From an optimization exercise on the open Yosys and OpenROAD flow, aimed at small area, a short achievable clock period and few clock cycles; shortcuts taken in it are not production practice.
Function was checked by simulation only, so behaviour that the tests miss may differ from the original.

## zpid_ctrl
module zpid_ctrl (
    input  wire         clk,
    input  wire         rst,
    input  wire         op_valid,
    input  wire [2:0]   op,
    output wire         op_ready,
    input  wire [127:0] fb_in,      
    input  wire [95:0]  tgt_in,     
    input  wire [319:0] gain_in,    
    output reg          done,
    output reg          cmd_valid,
    output reg  [127:0] cmd_out,    
    output reg  [95:0]  vel_out     
);
    localparam [2:0] OP_INIT  = 3'b001;
    localparam [2:0] OP_GAINS = 3'b010;
    localparam [2:0] OP_TICK  = 3'b011;
    localparam [33:0] U_ONE  = {1'b0, 9'd150, 1'b1, 23'd0};
    localparam [33:0] U_500  = {1'b0, 9'd158, 1'b1, 23'h7a0000};
    localparam [33:0] U_2000 = {1'b0, 9'd160, 1'b1, 23'h7a0000};
    genvar gk;
    integer k;
    reg        initialized;
    reg        pend;             
    reg [31:0] gp [0:9];         
    reg [33:0] gb0 [0:9];        
    reg [33:0] gb1 [0:9];        
    reg        cur;              
  ...
Settings: LEC_CHECK=0, ABC_AREA=1, ABC_CLOCK_PERIOD_IN_PS=50000, CAP_MARGIN=20, CORE_MARGIN=2, CORE_UTILIZATION=55, PLACE_DENSITY=0.65, SLEW_MARGIN=20; clock period 300.0 ns.
run.sh (not shown) runs the stock make flow with config.mk's settings and CLKGATE_MAP_FILE= SYNTH_SCRIPT=/design/flow/synth_recipe.tcl, a recipe that flattens the netlist after the stock synthesis.
Testbench counts at the start, summed over its fixed seeds: cycles 3,992.
Then changed:
--- a/flow/design.v
+++ b/flow/design.v
@@ -573,14 +573,13 @@
     wire [9:0] g_left;
     generate
         for (gk = 0; gk < 10; gk = gk + 1) begin : g_lf
             assign g_left[gk] = g_sub[gk] && !gc[gk][22] && (gc[gk][21:0] != 22'd0);
         end
     endgenerate
-    reg  ready_r;
-    assign op_ready = ready_r;
+    assign op_ready = !busy && !s1a && (!pend || (xfer && !gps));
     wire acc_op = op_valid && op_ready;
     wire a_tick = acc_op && (op == OP_TICK);
     wire a_gain = acc_op && (op == OP_GAINS);
     wire a_init = acc_op && (op == OP_INIT);
     wire [33:0] gp_u [0:9];
     wire [33:0] g_shl [0:9];     
@@ -590,37 +589,27 @@
             wire [8:0] dn;
             wire       dco;
             zf_inc #(9) u_d (.a(~gc[gk][32:24]), .ci(1'b1), .s(dn), .co(dco));
             assign g_shl[gk] = {gc[gk][33], ~dn, gc[gk][22:0], 1'b0};
         end
     endgenerate
-    wire        busy_n = xfer ? gps : |g_left;
-    wire        pend_n = a_gain | (pend & ~xfer);
-    wire        cur_n  = cur ^ xfer;
-    wire [11:1] v_n    = {v[10:8], s7b | s8a, v[6:1], a_tick | s1a};
-    wire [11:1] bk_n   = {bk[10:8], bk[7], bk[6:1], s1a ? bk[1] : cur_n};
-    wire        used_n = |(v_n & (bk_n ^ {11{cur_n}}));
-    wire        xfer_n = pend_n && !used_n && !a_gain;
-    wire        ready_n = !busy_n && !a_tick && (!pend_n || (xfer_n && !(|gp_sub)));
     always @(posedge clk) begin
         if (rst) begin
-            ready_r     <= 1'b1;
             initialized <= 1'b0;
             pend        <= 1'b0;
             cur         <= 1'b0;
             busy        <= 1'b0;
             pnew        <= 1'b0;
             v           <= 13'd0;
             gb0[0] <= U_ONE; gb0[1] <= U_ONE; gb0[2] <= U_ONE; gb0[3] <= U_500; gb0[4] <= U_2000;
             gb0[5] <= U_ONE; gb0[6] <= U_ONE; gb0[7] <= U_ONE; gb0[8] <= U_500; gb0[9] <= U_2000;
         end else begin
             if (a_init) initialized <= 1'b1;
             pend <= a_gain | (pend & ~xfer);
             pnew <= a_gain;
-            busy <= busy_n;
-            ready_r <= ready_n;
+            busy <= xfer ? gps : |g_left;
             v    <= {v[11:8], s7b | s8a, v[6:1], a_tick | s1a, 1'b0};
             if (xfer) cur <= ~cur;
             for (k = 0; k < 10; k = k + 1) begin
                 if (xfer) begin
                     if (cur) gb0[k] <= gp_u[k];
                 end else if (g_sub[k]) begin
=> This time the run finished but fails on max-capacitance violations; final area fell by 0.35%; via count fell by 1.1%; utilization is about the same; count of clock-buffer cells in the layout fell by 2; final cell count fell by 0.85%.
Testbench counts after the change, summed over its fixed seeds: cycles 3,992.

==> separate check: timing with driven ports <==
The results above use ideal ports. As a check the final layouts listed here were re-extracted and re-timed, cells and wires unchanged.
Step 1: set_driving_cell puts a clkbuf_16 on clk and a buf_2 on each other input, an assumption about the parent block.
Step 2 moves the port delays by t, midway between the first and last clock arrival at a register: inputs arrive t later, outputs are due t later. That takes back most of the time a late clock gives input paths.
a / b / c = ideal ports / drivers / drivers and shift; a / b = the first two.
run	t, ns	setup WS [ns]	worst setup path at the end
the first run	1.256	237.408 / 237.340 / 236.278	input to register
the second run	1.240	233.674 / 233.511 / 234.751	register to output
The setup slack of the first run, which loses most, moves by -0.068 ns with the drivers and by -1.130 ns with both steps.
